Background: an optimization exercise with open tools, aiming at small area, a short achievable clock period and few clock cycles. Do not read the settings as production practice. In this exercise RTL edits were held to simulation tests only and were not proved equivalent to the original. Power and IR drop assume default switching activity.

$ cat flow/flow/run.sh
#!/bin/bash
# Standard layout, with the resizer asked for more setup slack than the
# period needs (same clock and constraints), without its rebuffering move.
set -euo pipefail
export SETUP_SLACK_MARGIN=9
export SETUP_MOVE_SEQUENCE="unbuffer,sizeup,swap,clone,split"
bash standard.sh > standard_flow.log 2>&1
$ cat flow/standard.sh
#!/bin/bash
# synth_recipe.tcl (not shown) runs the flow's synth.tcl, then flattens the netlist and writes it again
# the make line also repeats each setting of config.mk as NAME=value (left out here)
make -C /OpenROAD-flow-scripts/flow DESIGN_CONFIG=/design/flow/config.mk WORK_HOME=/design/flow/orfs CLKGATE_MAP_FILE= SYNTH_SCRIPT=/design/flow/synth_recipe.tcl "${@:-finish}"
$ cat flow/config.mk
export PLATFORM = sky130hd
export DESIGN_NAME = sloth_round_engine
export DESIGN_NICKNAME = sloth_round_engine
export VERILOG_FILES = /design/flow/design.v
export SDC_FILE = /design/flow/constraint.sdc
export NUM_CORES = 4
export LEC_CHECK = 0
export CAP_MARGIN = 40
export CORE_MARGIN = 2
export CORE_UTILIZATION = 55
export SLEW_MARGIN = 40
$ cat flow/constraint.sdc
create_clock -name core_clock -period 14.0 [get_ports {clk}]
set_input_delay 2.8000 -clock core_clock [delete_from_list [all_inputs] [get_ports {clk}]]
set_output_delay 2.8000 -clock core_clock [all_outputs]
set_load 0.01 [all_outputs]
$ cat flow/design.v
module sloth_csa #(
    parameter N = 8
) (
    input  wire [N-1:0] x,
    input  wire [N-1:0] y,
    input  wire [N-1:0] z,
    input  wire         cin,     
    output wire [N-1:0] s,
    output wire [N-1:0] c
);
    wire [N-1:0] mj = (x & y) | (x & z) | (y & z);
    assign s = x ^ y ^ z;
    assign c = {mj[N-2:0], cin};
endmodule
module sloth_modmul #(
    parameter W = 128,
    parameter K = 4
) (
    input  wire [W+1:0] ss,
    input  wire [W+1:0] sc,
    input  wire         sk,
    input  wire [K-1:0] a,
    input  wire [W:0]   b,
    input  wire [W-1:0] p,
    input  wire [K-1:0] mp,
    output wire [W+1:0] ss_o,
    output wire [W+1:0] sc_o,
    output wire         sk_o
);
    localparam N = W + 7;    
    wire [3:0] y4 = ss[3:0] + sc[3:0] + {3'b000, sk}
                  + (a[0] ? b[3:0] : 4'd0)
                  + (a[1] ? {b[2:0], 1'b0} : 4'd0)
                  + (a[2] ? {b[1:0], 2'b0} : 4'd0)
                  + (a[3] ? {b[0], 3'b0} : 4'd0);
    wire [7:0] qm = y4 * mp;
    wire [3:0] q  = qm[3:0];
    wire [N-1:0] es  = {{(N-W-2){1'b0}}, ss};
    wire [N-1:0] ec  = {{(N-W-2){1'b0}}, sc};
    wire [N-1:0] ab0 = {{(N-W-1){1'b0}}, b & {(W+1){a[0]}}};
    wire [N-1:0] ab1 = {{(N-W-2){1'b0}}, b & {(W+1){a[1]}}, 1'b0};
    wire [N-1:0] ab2 = {{(N-W-3){1'b0}}, b & {(W+1){a[2]}}, 2'b0};
    wire [N-1:0] ab3 = {{(N-W-4){1'b0}}, b & {(W+1){a[3]}}, 3'b0};
    wire [N-1:0] qp0 = {{(N-W){1'b0}},   p & {W{q[0]}}};
    wire [N-1:0] qp1 = {{(N-W-1){1'b0}}, p & {W{q[1]}}, 1'b0};
    wire [N-1:0] qp2 = {{(N-W-2){1'b0}}, p & {W{q[2]}}, 2'b0};
    wire [N-1:0] qp3 = {{(N-W-3){1'b0}}, p & {W{q[3]}}, 3'b0};
    wire [N-1:0] a1, a2, a3, a4, b1, b2, c1, c2, d1, d2, e1, e2, f1, f2, x1, x2;
    sloth_csa #(.N(N)) u_l1a (.x(es),  .y(ec),  .z(ab0), .cin(sk),   .s(a1), .c(a2));
    sloth_csa #(.N(N)) u_l1b (.x(ab1), .y(ab2), .z(ab3), .cin(1'b0), .s(a3), .c(a4));
    sloth_csa #(.N(N)) u_l2  (.x(a1),  .y(a2),  .z(a3),  .cin(1'b0), .s(b1), .c(b2));
    sloth_csa #(.N(N)) u_l3  (.x(b1),  .y(b2),  .z(a4),  .cin(1'b0), .s(c1), .c(c2));
    sloth_csa #(.N(N)) u_l4  (.x(c1),  .y(c2),  .z(qp0), .cin(1'b0), .s(d1), .c(d2));
    sloth_csa #(.N(N)) u_l5  (.x(d1),  .y(d2),  .z(qp1), .cin(1'b0), .s(e1), .c(e2));
    sloth_csa #(.N(N)) u_l6  (.x(e1),  .y(e2),  .z(qp2), .cin(1'b0), .s(f1), .c(f2));
    sloth_csa #(.N(N)) u_l7  (.x(f1),  .y(f2),  .z(qp3), .cin(1'b0), .s(x1), .c(x2));
    assign ss_o = x1[W+5:4];
    assign sc_o = x2[W+5:4];
    assign sk_o = |x1[3:0];
endmodule
module sloth_round_engine #(
    parameter W = 128
) (
    input  wire         clk,
    input  wire         rst,
    input  wire         start,
    input  wire         mode,
    input  wire [31:0]  rounds,
    input  wire [W-1:0] p,
    input  wire [W-1:0] x,
    output wire         ready,
    output reg          done,
    output wire [W-1:0] y,
    output reg          xr
);
    localparam K   = 4;
    localparam NIT = (W + K - 1) / K;    
    localparam NR  = NIT * K;
    localparam S_IDLE  = 4'd0;
    localparam S_INIT  = 4'd1;    
    localparam S_INIT2 = 4'd2;    
    localparam S_ROUND = 4'd3;    
    localparam S_R3    = 4'd5;    
    localparam S_DBL   = 4'd6;    
    localparam S_MM    = 4'd7;    
    localparam S_CONV  = 4'd8;    
    localparam S_XLD   = 4'd9;    
    localparam S_DMX1  = 4'd10;   
    localparam S_DMX2  = 4'd11;   
    localparam OP_SQ   = 4'd0;    
    localparam OP_SQ2  = 4'd1;    
    localparam OP_MUL1 = 4'd2;    
    localparam OP_MUL3 = 4'd3;    
    localparam OP_FMUL = 4'd4;    
    localparam OP_OUT  = 4'd5;    
    localparam OP_RED  = 4'd6;    
    localparam OP_DSQ  = 4'd7;    
    localparam OP_PRE2 = 4'd8;    
    localparam OP_PRE3 = 4'd9;    
    reg [3:0]    state, nst;
    reg          rdy;
    reg          mode_r;
    reg [31:0]   rc;
    reg [W-1:0]  P;
    reg [W-1:0]  X;
    reg [W:0]    A;
    reg [W:0]    B;
    reg [W:0]    T3;          
    reg [W+1:0]  Ss, Sc;
    reg          Sk;
    reg [K-1:0]  mp_r;        
    reg [7:0]    bl_r;        
    reg [7:0]    n_r;         
    reg [6:0]    nit_r;       
    reg [6:0]    mm_cnt;      
    reg [8:0]    dbl_cnt;
    reg [7:0]    i_r;         
    reg [3:0]    op;
    reg          big_r;       
    reg          e0_r, e1_r;  
    reg          f_mm, f_ux, f_u2x, f_ub, f_sub;
    assign ready = rdy;
    assign y     = X;
    function [7:0] bitlen;
        input [W-1:0] v;
        integer k;
        begin
            bitlen = 8'd0;
            for (k = 0; k < W; k = k + 1)
                if (v[k]) bitlen = k + 1;
        end
    endfunction
    function [6:0] nit_of;
        input [7:0] b;
        integer k;
        begin
            nit_of = 7'd0;
            for (k = 0; k <= W; k = k + 1)
                if (b == k) nit_of = (k + 2 + K - 1) / K;
        end
    endfunction
    function [K-1:0] mprime;
        input [K-1:0] v;
        integer k;
        reg [2*K-1:0] t;
        begin
            mprime = {K{1'b0}};
            for (k = 0; k < (1 << K); k = k + 1) begin
                t = v * k + 1;
                if (t[K-1:0] == {K{1'b0}}) mprime = k;
            end
        end
    endfunction
    wire [6:0] nit_calc = nit_of(bl_r);
    wire [7:0] n_calc   = nit_calc * K;
    wire [W-1:0] m_th;    
    wire [W-1:0] hi_th;   
    genvar g;
    generate
        for (g = 0; g < W; g = g + 1) begin : g_th
            assign m_th[g]  = (g < bl_r[7:1]);
            assign hi_th[g] = (g >= bl_r);
        end
    endgenerate
    wire [W-3:0] pk = P[W-1:2];
    wire [7:0] i_m1 = i_r - 8'd1;
    wire e0 = ~i_r[7] & pk[i_r[6:0]];
    wire e1 = ~i_m1[7] & pk[i_m1[6:0]];
    wire i_pos = ~i_r[7];                  
    wire i_ge1 = ~i_r[7] & (i_r != 8'd0);  
    wire i_ge2 = ~i_m1[7] & (i_m1 != 8'd0);
    wire [W+1:0] ss_n, sc_n;
    wire         sk_n;
    sloth_modmul #(.W(W), .K(K)) u_mm (
        .ss   (Ss),
        .sc   (Sc),
        .sk   (Sk),
        .a    (A[K-1:0]),
        .b    (B),
        .p    (P),
        .mp   (mp_r),
        .ss_o (ss_n),
        .sc_o (sc_n),
        .sk_o (sk_n)
    );
    wire [W:0]   u   = ({(W+1){f_ux}}  & {1'b0, X})
                     | ({(W+1){f_u2x}} & {X, 1'b0})
                     | ({(W+1){f_ub}}  & B);
    wire [W+1:0] np  = {(W+2){f_sub}} & ~{2'b00, P};
    wire [W+1:0] op1 = Ss | {1'b0, u};
    wire [W+1:0] op2 = Sc | np;
    wire         cin = f_sub | Sk;
    wire [W+3:0] sx  = {1'b0, op1, cin} + {1'b0, op2, cin};
    wire [W+2:0] sum = sx[W+3:1];
    wire         ge  = sum[W+2];
    wire [W-1:0] red = ge ? sum[W-1:0] : u[W-1:0];
    always @(*) begin
        nst = state;
        case (state)
        S_IDLE:  if (start) nst = S_INIT;
        S_INIT:  nst = (rc == 32'd0) ? S_IDLE : S_INIT2;
        S_INIT2: nst = S_ROUND;
        S_ROUND: nst = S_R3;
        S_R3:    nst = big_r ? S_MM : S_DBL;
        S_DBL:   if (dbl_cnt == 9'd0) nst = S_MM;
        S_MM:    if (mm_cnt == 7'd1) nst = S_CONV;
        S_CONV:  nst = (op == OP_OUT || op == OP_RED || op == OP_DSQ) ? S_XLD : S_MM;
        S_XLD:   nst = (op == OP_RED) ? S_DBL :
                       (op == OP_DSQ) ? S_DMX1 :
                       (rc == 32'd1) ? S_IDLE : S_ROUND;
        S_DMX1:  nst = S_DMX2;
        S_DMX2:  nst = (rc == 32'd1) ? S_IDLE : S_ROUND;
        default: nst = S_IDLE;
        endcase
        if (rst) nst = S_IDLE;
    end
    wire st_conv = (state == S_CONV);
    wire dbl_end = (state == S_DBL) && (dbl_cnt == 9'd0);
    wire small_e = (bl_r[7:2] == 6'd0);    
    wire x_in  = (state == S_IDLE);
    wire x_xm  = ((state == S_ROUND) && !mode_r) || (state == S_DMX1);
    wire x_red = ((state == S_R3) && !big_r) || ((state == S_DBL) && (dbl_cnt != 9'd0)) ||
                 (state == S_XLD) || (state == S_DMX2);
    wire a_sum = st_conv && !(op == OP_PRE3 && !e1_r);
    reg b_ld, b_sum, b_x, b_t3, b_one;
    always @(*) begin
        b_ld = 1'b0; b_sum = 1'b0; b_x = 1'b0; b_t3 = 1'b0; b_one = 1'b0;
        if (state == S_R3 && big_r) begin
            b_ld = 1'b1; b_one = 1'b1;
        end else if (dbl_end) begin
            b_ld = 1'b1;
            if (!mode_r && small_e && !bl_r[0]) b_one = 1'b1;
            else                                b_x   = 1'b1;
        end else if (st_conv) begin
            b_ld = 1'b1;
            case (op)
            OP_PRE2:          b_x = 1'b1;
            OP_PRE3:          if (e1_r && i_ge2) b_sum = 1'b1; else b_x = 1'b1;
            OP_SQ:            if ((!e0_r && i_ge1) || (e0_r && e1_r)) b_sum = 1'b1;
                              else b_x = 1'b1;
            OP_SQ2:           b_t3 = 1'b1;
            OP_MUL1, OP_MUL3: if (i_pos) b_sum = 1'b1; else b_x = 1'b1;
            OP_FMUL:          b_one = 1'b1;
            default:          b_sum = 1'b1;
            endcase
        end
    end
    wire [W:0] b_next = ({(W+1){b_sum}} & sum[W:0])
                      | ({(W+1){b_x}}   & {1'b0, X})
                      | ({(W+1){b_t3}}  & T3)
                      | {{W{1'b0}}, b_one};
    always @(posedge clk) begin
        state <= nst;
        f_mm  <= (nst == S_MM);
        f_ux  <= (nst == S_INIT) || (nst == S_R3) || (nst == S_DMX2);
        f_u2x <= (nst == S_DBL);
        f_ub  <= (nst == S_XLD);
        f_sub <= (nst == S_INIT) || (nst == S_R3) ||
                 (nst == S_DMX2) || (nst == S_DBL) || (nst == S_XLD);
        e0_r  <= e0;
        e1_r  <= e1;
        Ss    <= f_mm ? ss_n : {(W+2){1'b0}};
        Sc    <= f_mm ? sc_n : {(W+2){1'b0}};
        Sk    <= f_mm & sk_n;
        if (state != S_MM)
            mm_cnt <= (state == S_R3 && big_r) ? NIT[6:0] : nit_r;
        else
            mm_cnt <= mm_cnt - 1'b1;
        if (state == S_MM)
            A <= A >> K;
        else if (a_sum)
            A <= sum[W:0];
        else
            A <= {1'b0, X};
        if (b_ld)
            B <= b_next;
        if (st_conv && op == OP_PRE3)
            T3 <= sum[W:0];
        if (x_in)
            X <= x;
        else if (x_xm)
            X <= X ^ m_th;
        else if (x_red)
            X <= red;
        if (rst) begin
            rdy  <= 1'b1;
            done <= 1'b0;
        end else begin
            done <= 1'b0;
            case (state)
            S_IDLE: begin
                mode_r <= mode;
                P      <= p;
                rc     <= rounds;
                if (start)
                    rdy <= 1'b0;
            end
            S_INIT: begin
                bl_r <= bitlen(P);
                mp_r <= mprime(P[K-1:0]);
                xr   <= ge;
                if (rc == 32'd0) begin
                    done <= 1'b1;
                    rdy  <= 1'b1;
                end
            end
            S_INIT2: begin
                nit_r <= nit_calc;
                n_r   <= n_calc;
            end
            S_ROUND: begin
                big_r <= |(X & hi_th);
            end
            S_R3: begin
                if (big_r) begin
                    op      <= OP_RED;
                    dbl_cnt <= mode_r ? NR + n_r[7:1] : NR + n_r;
                end else begin
                    dbl_cnt <= mode_r ? {2'b0, n_r[7:1]} : {1'b0, n_r};
                end
            end
            S_DBL: begin
                if (dbl_cnt != 9'd0) begin
                    dbl_cnt <= dbl_cnt - 1'b1;
                end else if (mode_r) begin
                    op <= OP_DSQ;
                end else if (small_e) begin
                    op <= bl_r[0] ? OP_FMUL : OP_OUT;
                end else begin
                    op  <= OP_PRE2;
                    i_r <= bl_r - 8'd3;
                end
            end
            S_CONV: begin
                case (op)
                OP_PRE2: op <= OP_PRE3;
                OP_PRE3: begin
                    if (e1_r) begin
                        op  <= i_ge2 ? OP_SQ : OP_FMUL;
                        i_r <= i_r - 8'd2;
                    end else begin
                        op  <= i_ge1 ? OP_SQ : OP_FMUL;
                        i_r <= i_r - 8'd1;
                    end
                end
                OP_SQ: begin
                    if (!e0_r) begin
                        op  <= i_ge1 ? OP_SQ : OP_FMUL;
                        i_r <= i_r - 8'd1;
                    end else if (e1_r) begin
                        op  <= OP_SQ2;
                        i_r <= i_r - 8'd2;
                    end else begin
                        op  <= OP_MUL1;
                        i_r <= i_r - 8'd1;
                    end
                end
                OP_SQ2:           op <= OP_MUL3;
                OP_MUL1, OP_MUL3: op <= i_pos ? OP_SQ : OP_FMUL;
                OP_FMUL:          op <= OP_OUT;
                default: ;
                endcase
            end
            S_XLD: begin
                if (op != OP_RED && op != OP_DSQ) begin
                    rc <= rc - 1'b1;
                    if (rc == 32'd1) begin
                        done <= 1'b1;
                        rdy  <= 1'b1;
                    end
                end
            end
            S_DMX2: begin
                rc <= rc - 1'b1;
                if (rc == 32'd1) begin
                    done <= 1'b1;
                    rdy  <= 1'b1;
                end
            end
            default: ;
            endcase
        end
    end
endmodule
==> results of run 1 <==
## sequential cells by signal, indices dropped and copies added (netlist names), 4 cells and up
signal   cells
B          129
op           4
A          129
P          128
n_r          6
dbl_cnt      9
rc          32
i_r          8
state        4
mm_cnt       7
bl_r         8
X          128
Sc         130
mp_r         4
Ss         130
T3         129
## power by group through the flow
stage / combinational (mW) / sequential (mW) / clock [mW]
final: 2.99 / 4.17 / 3.38
after floorplan: 1.43 / 3.77 / 0
after global placement: 2.36 / 4.18 / 0
after detailed placement: 2.39 / 4.19 / 0
after CTS: 2.77 / 4.10 / 3.35
after global routing: 3.05 / 4.14 / 3.46
## tightest hold or removal path, stage by stage, from the launching register on
cell     delay, ns
dfxtp_1       0.31
nand2_1       0.04
o21ai_0       0.05
## synth_stat cells (15+ instances only)
master / count / area share, %
a211oi_1: 45 / 0.38
a21o_1: 216 / 1.8
a21oi_1: 371 / 2.1
a221o_1: 17 / 0.19
a222oi_1: 118 / 1.3
a22oi_1: 264 / 2.2
a31oi_1: 104 / 0.73
and2_1: 1050 / 7.4
and3_1: 31 / 0.22
buf_1: 36 / 0.15
buf_2: 29 / 0.16
clkbuf_1: 536 / 2.3
dfxtp_1: 410 / 9.2
edfxtp_1: 588 / 20
fa_1: 1034 / 23
ha_1: 182 / 2.6
inv_1: 1122 / 4.7
mux2i_1: 111 / 1.2
mux4_2: 64 / 1.6
nand2_1: 953 / 4.0
nand2b_1: 65 / 0.46
nand3_1: 94 / 0.53
nand4_1: 46 / 0.32
nor2_1: 395 / 1.7
nor2b_1: 45 / 0.32
nor3_1: 80 / 0.45
nor4_1: 45 / 0.32
o211ai_1: 26 / 0.22
o21a_1: 27 / 0.23
o21ai_0: 414 / 2.3
o21ai_1: 71 / 0.40
o21bai_1: 30 / 0.25
o221ai_1: 18 / 0.18
o22ai_1: 28 / 0.20
o31ai_1: 34 / 0.29
or2_2: 111 / 0.78
or3_1: 15 / 0.11
xnor2_1: 216 / 2.1
xor2_1: 118 / 1.2
## worst max path at each step
stage / cells past startpoint / start / end / slack [ns]
4_1_cts: 19 / f_ux$_DFF_P_ / X[35]$_DFFE_PP_ / 8.12
3_5_place_dp: 21 / f_u2x$_DFF_P_ / X[35]$_DFFE_PP_ / 6.23
5_1_grt: 18 / f_ux$_DFF_P_ / X[18]$_DFFE_PP_ / 7.88
6_report: 16 / X[90]$_DFFE_PP_ / X[18]$_DFFE_PP_ / 7.86
3_3_place_gp: 21 / f_u2x$_DFF_P_ / X[35]$_DFFE_PP_ / 6.03
2_1_floorplan: 2 / rst / P[0]$_DFFE_PP_ / 8.74
## cell type report
cell class              count  share of cell area, %
flip-flops and latches    998                  24.66
inverters                1126                  4.036
multi-input cells        6655                  57.10
clock inverters            56                 0.5779
repair buffers            650                  7.595
diodes                     52                 0.1239
clock buffers             165                  3.334
well taps                2160                  2.574
## timing repair
action,in CTS,in global routing
endpoints found under the setup margin,731,602
endpoints found under the hold margin,0,0
cloned,54,13
pin swaps,259,327
resized for setup,470,620
setup buffers,42,0
## kinds of logic (layout without fill, tap and decap cells)
logic type	Yosys count	in the layout	synth area share [%]
simple gates	2971	2979	16.93
buf+inv	1741	1997	7.453
flops	998	998	29.04
fa+ha+maj	1218	1218	25.82
other cells	0	52	0
mux	188	188	3.031
xor+xnor	334	334	3.285
compound gates	1936	1936	14.43
## metrics by stage
step	area [um^2]	setup slack (ns)
CTS	102800	8.120
global route	104900	7.877
finish	105000	7.857
detailed placement	94970	6.226
global placement	94770	6.032
floorplan	89110	8.744
## layer usage
metal / global-route usage (%) / vias up / share of wire [%]
li1: - / 31830 / -
met1: 60.63 / 39650 / 35
met2: 68.09 / 6750 / 41
met3: 19.43 / 1552 / 15
met4: 31.31 / 48 / 7.7
met5: 0 / - / 0.092
==> impl_metrics.tcl, run 1 <==
set metrics [dict create \
    status "complete, no violations" \
    grt_pass1_vias 77590 \
    p_clk_share_pct 32.1 \
    finalSetupTns_ns 0 \
    h-tree-depth 3 \
    regArea_um2 25900 \
    p_leak_nw 43.87 \
    hold_depth 2 \
    ant_nets 0 \
    fin_skew_ns 0.04798 \
    powerDensity_nw_per_um2 100.3 \
    yosys_most_used_dff "edfxtp_1" \
    hold-worst-slack_ns 0.4356 \
    hold_end "A[54]$_DFF_P_" \
    routed-via-count 79820 \
    finalPower_mw 10.53 \
    grt_overflow 0 \
    cts.clk_slew.worst_paths_ns 0.07 \
    cap_violations 0 \
    worst-setup-path-type "reg -> reg" \
    syn2layout_area_growth_pct 17.92 \
    final_max_slew_viol_count 0 \
    clock_latency_ns 0.83 \
    switching_power_mw 4.051 \
    final_core_util_pct 65.32 \
    ys_types 96 \
    async_flop_share_pct 0 \
    coreArea_um2 160800 \
    io_buffers 422 \
    dp_hpwl_mm 271.5 \
    fillers 12570 \
    nets 11060 \
    r2r_slack_ns 7.86 \
    final_common_cell "inv_1" \
    combPwrFrac_pct 28.4 \
    ctsHoldBuffers 0 \
    synth.cell_area_um2 89050 \
    fmax_mhz 162.8 \
    dieArea_um2 165200 \
    synth_edf_count 588 \
    power_frac_seq_pct 39.6 \
    worstPathCellList "a22oi_1 -> nand2_1 -> or2_2 -> ha_2 -> nand2_1 -> or3_4 -> or4_4 -> a2111oi_4 -> o2111ai_4 -> a211oi_4 -> o211ai_4 -> buf_12 -> and2_4 -> buf_16 -> mux2i_1 -> a221o_1" \
    die_w_um 406.4 \
    syn_inst 9386 \
    hp-start "A[58]$_DFF_P_" \
    hp-class "reg -> reg" \
    wl_per_cell_um 34.32 \
    grt_setup_unrepaired "yes" \
    cp_slowest_cell "edfxtp_1" \
    min_period_over_period_pct 43.88 \
    start_util_pct 55.40 \
    root_buffer "clkbuf_16" \
    globalplace.congestion 1.061 \
    crit_top_cell "nand2_1" \
    peakVddDrop_mv 0.1473 \
    multi_input_area_um2 59960 \
    wl_mm 407.1 \
    ys_ff_latch 998 \
    seq_area_frac_synth_pct 29.04 \
    worstSetupEndpointType "flop" \
    dr.pass1.iters 12 \
    fp-row-count 147 \
    io_pins 423 \
    final_cell_mix "inv_1 (1,035), and2_1 (932), nand2_1 (838)" \
    required_ns 14.55 \
    cp_num_buf_inv 2 \
    cp-start-kind "flop" \
    cts_buffers 116 \
    regToRegStartpoint "X[90]$_DFFE_PP_" \
    switching_share_pct 38.47 \
    crit_path_max_fanout 8 \
    cpPeakStageDelay_ns 0.79 \
    gr-usage-all-layers_pct 48.08 \
    setup_viol 0 \
    grt_first_pass_wirelength_mm 562.6 \
    r2r_cells 16 \
    internal-power_mw 6.479 \
    cts_tree "done" \
    via_per_inst 6.729 \
    min_period_ns 6.143 \
    synth_warnings 1 \
    antenna_found_initial 63 \
    crit_family "compound AO/OA/AOI/OAI gates" \
    synth_nets 10890 \
    drive_above_1_share_pct 14.74 \
    die_y_um 406.4 \
    dp.cells 11480 \
    cts_sinks 998 \
    cts_buffer_depth 3 \
    grt_max_degree 129 \
    slew_headroom_pct 30.49 \
    avgSynthCellArea_um2 9.488 \
    arrival_ns 6.69 \
    tightestPinTransition_ns 1.039 \
    fin_cells 11860 \
    remaining_drc_errors 0 \
    drt-initial-drc-count 13160 \
    r2r-end "X[18]$_DFFE_PP_" \
    hold_viol 0 \
]
Testbench counts, summed over its fixed seeds: cycles 60,552.
==> run 2: changes to the inputs <==
--- a/flow/design.v
+++ b/flow/design.v
@@ -81,4 +81,5 @@
     localparam S_INIT2 = 4'd2;    
     localparam S_ROUND = 4'd3;    
+    localparam S_R2    = 4'd4;    
     localparam S_R3    = 4'd5;    
     localparam S_DBL   = 4'd6;    
@@ -88,14 +89,10 @@
     localparam S_DMX1  = 4'd10;   
     localparam S_DMX2  = 4'd11;   
-    localparam OP_SQ   = 4'd0;    
-    localparam OP_SQ2  = 4'd1;    
-    localparam OP_MUL1 = 4'd2;    
-    localparam OP_MUL3 = 4'd3;    
-    localparam OP_FMUL = 4'd4;    
-    localparam OP_OUT  = 4'd5;    
-    localparam OP_RED  = 4'd6;    
-    localparam OP_DSQ  = 4'd7;    
-    localparam OP_PRE2 = 4'd8;    
-    localparam OP_PRE3 = 4'd9;    
+    localparam OP_SQ   = 3'd0;    
+    localparam OP_MUL  = 3'd1;    
+    localparam OP_FMUL = 3'd2;    
+    localparam OP_OUT  = 3'd3;    
+    localparam OP_RED  = 3'd4;    
+    localparam OP_DSQ  = 3'd5;    
     reg [3:0]    state, nst;
     reg          rdy;
@@ -106,5 +103,4 @@
     reg [W:0]    A;
     reg [W:0]    B;
-    reg [W:0]    T3;          
     reg [W+1:0]  Ss, Sc;
     reg          Sk;
@@ -115,9 +111,9 @@
     reg [6:0]    mm_cnt;      
     reg [8:0]    dbl_cnt;
-    reg [7:0]    i_r;         
-    reg [3:0]    op;
+    reg [6:0]    i_r;         
+    reg [2:0]    op;
     reg          big_r;       
-    reg          e0_r, e1_r;  
-    reg          f_mm, f_ux, f_u2x, f_ub, f_sub;
+    reg          e0_r;        
+    reg          f_mm, f_ux, f_uh, f_u2x, f_ub, f_sub;
     assign ready = rdy;
     assign y     = X;
@@ -155,19 +151,13 @@
     wire [7:0] n_calc   = nit_calc * K;
     wire [W-1:0] m_th;    
-    wire [W-1:0] hi_th;   
     genvar g;
     generate
         for (g = 0; g < W; g = g + 1) begin : g_th
-            assign m_th[g]  = (g < bl_r[7:1]);
-            assign hi_th[g] = (g >= bl_r);
+            assign m_th[g] = (g < bl_r[7:1]);
         end
     endgenerate
     wire [W-3:0] pk = P[W-1:2];
-    wire [7:0] i_m1 = i_r - 8'd1;
-    wire e0 = ~i_r[7] & pk[i_r[6:0]];
-    wire e1 = ~i_m1[7] & pk[i_m1[6:0]];
-    wire i_pos = ~i_r[7];                  
-    wire i_ge1 = ~i_r[7] & (i_r != 8'd0);  
-    wire i_ge2 = ~i_m1[7] & (i_m1 != 8'd0);
+    wire e0    = pk[i_r];
+    wire i_ge1 = (i_r != 7'd0);
     wire [W+1:0] ss_n, sc_n;
     wire         sk_n;
@@ -185,4 +175,5 @@
     );
     wire [W:0]   u   = ({(W+1){f_ux}}  & {1'b0, X})
+                     | ({(W+1){f_uh}}  & {2'b0, X[W-1:1]})
                      | ({(W+1){f_u2x}} & {X, 1'b0})
                      | ({(W+1){f_ub}}  & B);
@@ -201,5 +192,6 @@
         S_INIT:  nst = (rc == 32'd0) ? S_IDLE : S_INIT2;
         S_INIT2: nst = S_ROUND;
-        S_ROUND: nst = S_R3;
+        S_ROUND: nst = S_R2;
+        S_R2:    nst = S_R3;
         S_R3:    nst = big_r ? S_MM : S_DBL;
         S_DBL:   if (dbl_cnt == 9'd0) nst = S_MM;
@@ -222,8 +214,8 @@
     wire x_red = ((state == S_R3) && !big_r) || ((state == S_DBL) && (dbl_cnt != 9'd0)) ||
                  (state == S_XLD) || (state == S_DMX2);
-    wire a_sum = st_conv && !(op == OP_PRE3 && !e1_r);
-    reg b_ld, b_sum, b_x, b_t3, b_one;
+    wire a_sum = st_conv;
+    reg b_ld, b_sum, b_x, b_one;
     always @(*) begin
-        b_ld = 1'b0; b_sum = 1'b0; b_x = 1'b0; b_t3 = 1'b0; b_one = 1'b0;
+        b_ld = 1'b0; b_sum = 1'b0; b_x = 1'b0; b_one = 1'b0;
         if (state == S_R3 && big_r) begin
             b_ld = 1'b1; b_one = 1'b1;
@@ -235,12 +227,8 @@
             b_ld = 1'b1;
             case (op)
-            OP_PRE2:          b_x = 1'b1;
-            OP_PRE3:          if (e1_r && i_ge2) b_sum = 1'b1; else b_x = 1'b1;
-            OP_SQ:            if ((!e0_r && i_ge1) || (e0_r && e1_r)) b_sum = 1'b1;
-                              else b_x = 1'b1;
-            OP_SQ2:           b_t3 = 1'b1;
-            OP_MUL1, OP_MUL3: if (i_pos) b_sum = 1'b1; else b_x = 1'b1;
-            OP_FMUL:          b_one = 1'b1;
-            default:          b_sum = 1'b1;
+            OP_SQ:   if (!e0_r && i_ge1) b_sum = 1'b1; else b_x = 1'b1;
+            OP_MUL:  if (i_ge1) b_sum = 1'b1; else b_x = 1'b1;
+            OP_FMUL: b_one = 1'b1;
+            default: b_sum = 1'b1;
             endcase
         end
@@ -248,5 +236,4 @@
     wire [W:0] b_next = ({(W+1){b_sum}} & sum[W:0])
                       | ({(W+1){b_x}}   & {1'b0, X})
-                      | ({(W+1){b_t3}}  & T3)
                       | {{W{1'b0}}, b_one};
     always @(posedge clk) begin
@@ -254,10 +241,10 @@
         f_mm  <= (nst == S_MM);
         f_ux  <= (nst == S_INIT) || (nst == S_R3) || (nst == S_DMX2);
+        f_uh  <= (nst == S_R2);
         f_u2x <= (nst == S_DBL);
         f_ub  <= (nst == S_XLD);
-        f_sub <= (nst == S_INIT) || (nst == S_R3) ||
+        f_sub <= (nst == S_INIT) || (nst == S_R2) || (nst == S_R3) ||
                  (nst == S_DMX2) || (nst == S_DBL) || (nst == S_XLD);
         e0_r  <= e0;
-        e1_r  <= e1;
         Ss    <= f_mm ? ss_n : {(W+2){1'b0}};
         Sc    <= f_mm ? sc_n : {(W+2){1'b0}};
@@ -275,6 +262,4 @@
         if (b_ld)
             B <= b_next;
-        if (st_conv && op == OP_PRE3)
-            T3 <= sum[W:0];
         if (x_in)
             X <= x;
@@ -309,6 +294,6 @@
                 n_r   <= n_calc;
             end
-            S_ROUND: begin
-                big_r <= |(X & hi_th);
+            S_R2: begin
+                big_r <= ge;
             end
             S_R3: begin
@@ -328,35 +313,23 @@
                     op <= bl_r[0] ? OP_FMUL : OP_OUT;
                 end else begin
-                    op  <= OP_PRE2;
-                    i_r <= bl_r - 8'd3;
+                    op  <= OP_SQ;
+                    i_r <= bl_r[6:0] - 7'd4;
                 end
             end
             S_CONV: begin
                 case (op)
-                OP_PRE2: op <= OP_PRE3;
-                OP_PRE3: begin
-                    if (e1_r) begin
-                        op  <= i_ge2 ? OP_SQ : OP_FMUL;
-                        i_r <= i_r - 8'd2;
+                OP_SQ: begin
+                    if (e0_r) begin
+                        op <= OP_MUL;
                     end else begin
                         op  <= i_ge1 ? OP_SQ : OP_FMUL;
-                        i_r <= i_r - 8'd1;
+                        i_r <= i_r - 1'b1;
                     end
                 end
-                OP_SQ: begin
-                    if (!e0_r) begin
-                        op  <= i_ge1 ? OP_SQ : OP_FMUL;
-                        i_r <= i_r - 8'd1;
-                    end else if (e1_r) begin
-                        op  <= OP_SQ2;
-                        i_r <= i_r - 8'd2;
-                    end else begin
-                        op  <= OP_MUL1;
-                        i_r <= i_r - 8'd1;
-                    end
+                OP_MUL: begin
+                    op  <= i_ge1 ? OP_SQ : OP_FMUL;
+                    i_r <= i_r - 1'b1;
                 end
-                OP_SQ2:           op <= OP_MUL3;
-                OP_MUL1, OP_MUL3: op <= i_pos ? OP_SQ : OP_FMUL;
-                OP_FMUL:          op <= OP_OUT;
+                OP_FMUL: op <= OP_OUT;
                 default: ;
                 endcase
==> run 2 against run 1 <==
Against the previous run: combinational power rose to 7.6 times the previous value; clock skew fell by 0.018 ns; global-route usage fell by 3.9 points; routed wire length fell by 11%; still clean; first-iteration DRC count fell by 27%; design area fell by 7.1%.
==> impl_metrics.tcl, run 2 <==
set metrics [dict create \
    status "complete, no violations" \
    hold_end "A[29]$_DFF_P_" \
    place_ws_ns 6.391 \
    synthSimpleGateAreaFrac_pct 18.05 \
    dp_hpwl_mm 226.6 \
    grt_first_pass_wirelength_mm 486.3 \
    synth_area_leader_cell "fa_1" \
    internal-power_mw 14.84 \
    syn2layout_area_growth_pct 20.08 \
    cts_sinks 867 \
    fillers 11790 \
    clock_latency_ns 0.78 \
    globalplace.congestion 1.007 \
    reg.largest.list "Sc x130, Ss x130" \
    combPwrFrac_pct 76.9 \
    tightestPinTransition_ns 1.034 \
    regArea_um2 21970 \
    via_per_inst 6.581 \
    final_cell_mix "inv_1 (959), fa_1 (894), nand2_1 (839)" \
    io_buffers 422 \
    min_period_ns 5.946 \
    hp-start "A[33]$_DFF_P_" \
    ys_types 88 \
    min_period_over_period_pct 42.47 \
    post-synth-top-area-fraction_pct 25.47 \
    arrival_ns 6.46 \
    synthAdderAreaFrac_pct 28.26 \
    final_common_cell "inv_1" \
    fmax_mhz 168.2 \
    finalSetupTns_ns 0 \
    nets 10360 \
    fp-row-count 141 \
    powerDensity_nw_per_um2 301.1 \
    cts_tree "done" \
    switching_power_mw 14.55 \
    gr-usage-all-layers_pct 44.22 \
    wl_per_cell_um 33.20 \
    die_y_um 388.4 \
    peakVddDrop_mv 0.3377 \
    grt_overflow 0 \
    cp-start-kind "flop" \
    multi_input_area_um2 56990 \
    syn_inst 8588 \
    final_max_slew_viol_count 0 \
    hold_viol 0 \
    cts_buffers 106 \
    seq_area_frac_synth_pct 26.98 \
    synth.cell_area_um2 81280 \
    drive_above_1_share_pct 14.55 \
    required_ns 14.51 \
    synth_edf_count 457 \
    synthMuxAreaShare_pct 2.408 \
    yosys_most_used_dff "edfxtp_1" \
    ctsHoldBuffers 0 \
    synthTopCellsByCount "and2_1 (1,060), fa_1 (1,034), inv_1 (972)" \
    worstSetupEndpointType "flop" \
    dp.cells 10510 \
    async_flop_share_pct 0 \
    r2r_slack_ns 8.05 \
    synth_warnings 1 \
    cts.clk_slew.worst_paths_ns 0.06 \
    avgSynthCellArea_um2 9.464 \
    drt-initial-drc-count 9584 \
    switching_share_pct 49.50 \
    crit_path_max_fanout 12 \
    dr.pass1.iters 7 \
    fin_cells 10900 \
    io_pins 423 \
    grt_pass1_vias 70590 \
    root_buffer "clkbuf_16" \
    slew_headroom_pct 30.92 \
    antenna_found_initial 36 \
    power_frac_seq_pct 13.2 \
    synth_top_family_by_area "adder cells" \
    worst-setup-path-type "reg -> reg" \
    die_w_um 388.4 \
    regToRegStartpoint "f_ub$_DFF_P_" \
    remaining_drc_errors 0 \
    setup_ws_ns 8.054 \
    synthTopCellsByArea "fa_1 (25%), edfxtp_1 (17%), dfxtp_1 (10%)" \
    synth_compound_area_share_pct 13.93 \
    hold_depth 2 \
    wl_mm 361.7 \
    setup_viol 0 \
    grt_setup_unrepaired "yes" \
    cap_violations 0 \
    start_util_pct 55.17 \
    dieArea_um2 150900 \
    grt_max_degree 185 \
    ys_ff_latch 867 \
    ant_nets 0 \
    p_clk_share_pct 9.9 \
    routed-via-count 71720 \
    synth.most_common_cell "and2_1" \
    fin_skew_ns 0.02961 \
    p_leak_nw 40.92 \
    coreArea_um2 147300 \
    r2r-end "X[76]$_DFFE_PP_" \
    synth_nets 10100 \
    synth-xor-area-share_pct 3.362 \
    cts_buffer_depth 3 \
    h-tree-depth 3 \
    hp-class "reg -> reg" \
    r2r_cells 22 \
]
[run 2: cell count changes in the layout (fill, tap and decap cells not counted), sizes merged, moves of 52 or more]
cell	before	now
nand2	953	873
inv	1132	977
a21oi	371	292
edfxtp	588	457
o21ai	485	343
a222oi	118	7
a22oi	265	337
a22o	6	123
clkdlybuf4s50	369	422
dlygate4sd2	52	0
[run 2: logic make-up after synthesis]
group	Yosys count
and+or+nand+nor	2860
AOI/OAI and AO/OA	1692
buffers and inverters	1498
adders and majority gates	1215
DFF	867
xor gates and xnor gates	312
muxes	144
[run 2: critical path, stage by stage (launching register included)]
cell	delay [ns]
dfxtp_4	0.46
buf_12	0.23
buf_16	0.19
a22oi_1	0.18
nand2_1	0.09
or2_2	0.31
ha_4	0.24
a21o_1	0.24
a21oi_4	0.21
nand3_2	0.12
a211o_1	0.37
o2111ai_4	0.22
and3_4	0.33
or3b_4	0.25
o31a_1	0.37
o31ai_4	0.19
a31oi_4	0.46
clkbuf_16	0.32
buf_16	0.23
inv_12	0.12
nor2_2	0.14
a211oi_2	0.05
a221o_1	0.28
[run 2: worst max path at each step]
stage	startpoint	to	slack (ns)
after floorplan	rst	P[0]$_DFFE_PP_	8.74
after global routing	f_u2x$_DFF_P_	X[76]$_DFFE_PP_	8.05
after global placement	f_uh$_DFF_P_	X[124]$_DFFE_PP_	6.40
final	f_ub$_DFF_P_	X[76]$_DFFE_PP_	8.05
after detailed placement	f_uh$_DFF_P_	X[124]$_DFFE_PP_	6.39
after CTS	f_uh$_DFF_P_	X[85]$_DFFE_PP_	8.27
[run 2: what timing repair did]
action,in CTS,in global routing
pin swaps,87,263
gates cloned,52,54
gates resized for setup,546,430
setup endpoints to repair,565,453
buffers inserted,33,14
endpoints found under the hold margin,0,0
[run 2: power groups by stage]
stage / Sequential, mW / Clock, mW / Combinational, mW
final: 3.89 / 2.91 / 22.6
after global routing: 3.90 / 2.99 / 25.3
after CTS: 3.83 / 2.90 / 21.0
after detailed placement: 3.91 / 0 / 17.8
after global placement: 3.91 / 0 / 17.1
after floorplan: 3.58 / 0 / 13.3
[run 2: layout make-up]
class                      count  area share [%]
clock inverter                46          0.4308
inverter                     975           3.781
tap                         1930           2.474
antenna                       25         0.06410
sequential                   867           22.51
clock buffer                 156           3.195
multi-input combinational   6226           58.39
timing repair inverter         2         0.03333
timing repair buffer         670           9.120
[run 2: per-stage QoR]
| step | cell area (um^2) | hold WS [ns] | utilization [%] | total power, mW |
|---|---|---|---|---|
| 2_1_floorplan | 81310 | 0.4014 | - | 16.85 |
| 3_3_place_gp | 86780 | 0.4077 | 58.91 | 21.04 |
| 3_5_place_dp | 87010 | 0.4185 | 59.07 | 21.67 |
| 4_1_cts | 94640 | 0.4231 | 64.24 | 27.70 |
| 5_1_grt | 97540 | 0.4649 | 66.21 | 32.16 |
| 6_report | 97600 | 0.4361 | 66.25 | 29.39 |
[run 2: per-layer routing]
metal | wire length, um | up-vias | GRT usage, % | part of all wire [%]
li1 | - | 29090 | - | -
met5 | 202 | - | 0 | 0.056
met2 | 152100 | 5398 | 66.37 | 42
met4 | 36690 | 32 | 30.92 | 10
met1 | 123600 | 35600 | 56.08 | 34
met3 | 49090 | 1595 | 11.29 | 14
Testbench counts of run 2, summed over its fixed seeds: cycles 67,580.

what the ideal ports hide:
Ports are ideal in the flow. The routed layouts listed here were re-timed in OpenROAD.
Step 1 (the two cells are an assumption about what drives the block):
set clk [get_ports {clk}]
set_driving_cell -lib_cell sky130_fd_sc_hd__clkbuf_16 $clk
set_driving_cell -lib_cell sky130_fd_sc_hd__buf_2 [delete_from_list [all_inputs] $clk]
Step 2 adds t to the input delays and takes it off the output delays; t is the mean of the earliest and latest rising clock arrival at the registers after step 1. Input paths then give back, and output paths get back, about the clock's delay inside the block.
Three values: ideal ports, drivers, drivers and shift; two values: the first two.
| run | t, ns | setup WS [ns] | clock arrival spread, ns |
|---|---|---|---|
| run 1 | 0.896 | 7.857 / 7.857 / 7.857 | 0.048 / 0.048 |
| run 2 | 0.854 | 8.054 / 8.054 / 8.054 | 0.030 / 0.030 |
After both steps every run listed still meets setup and hold.
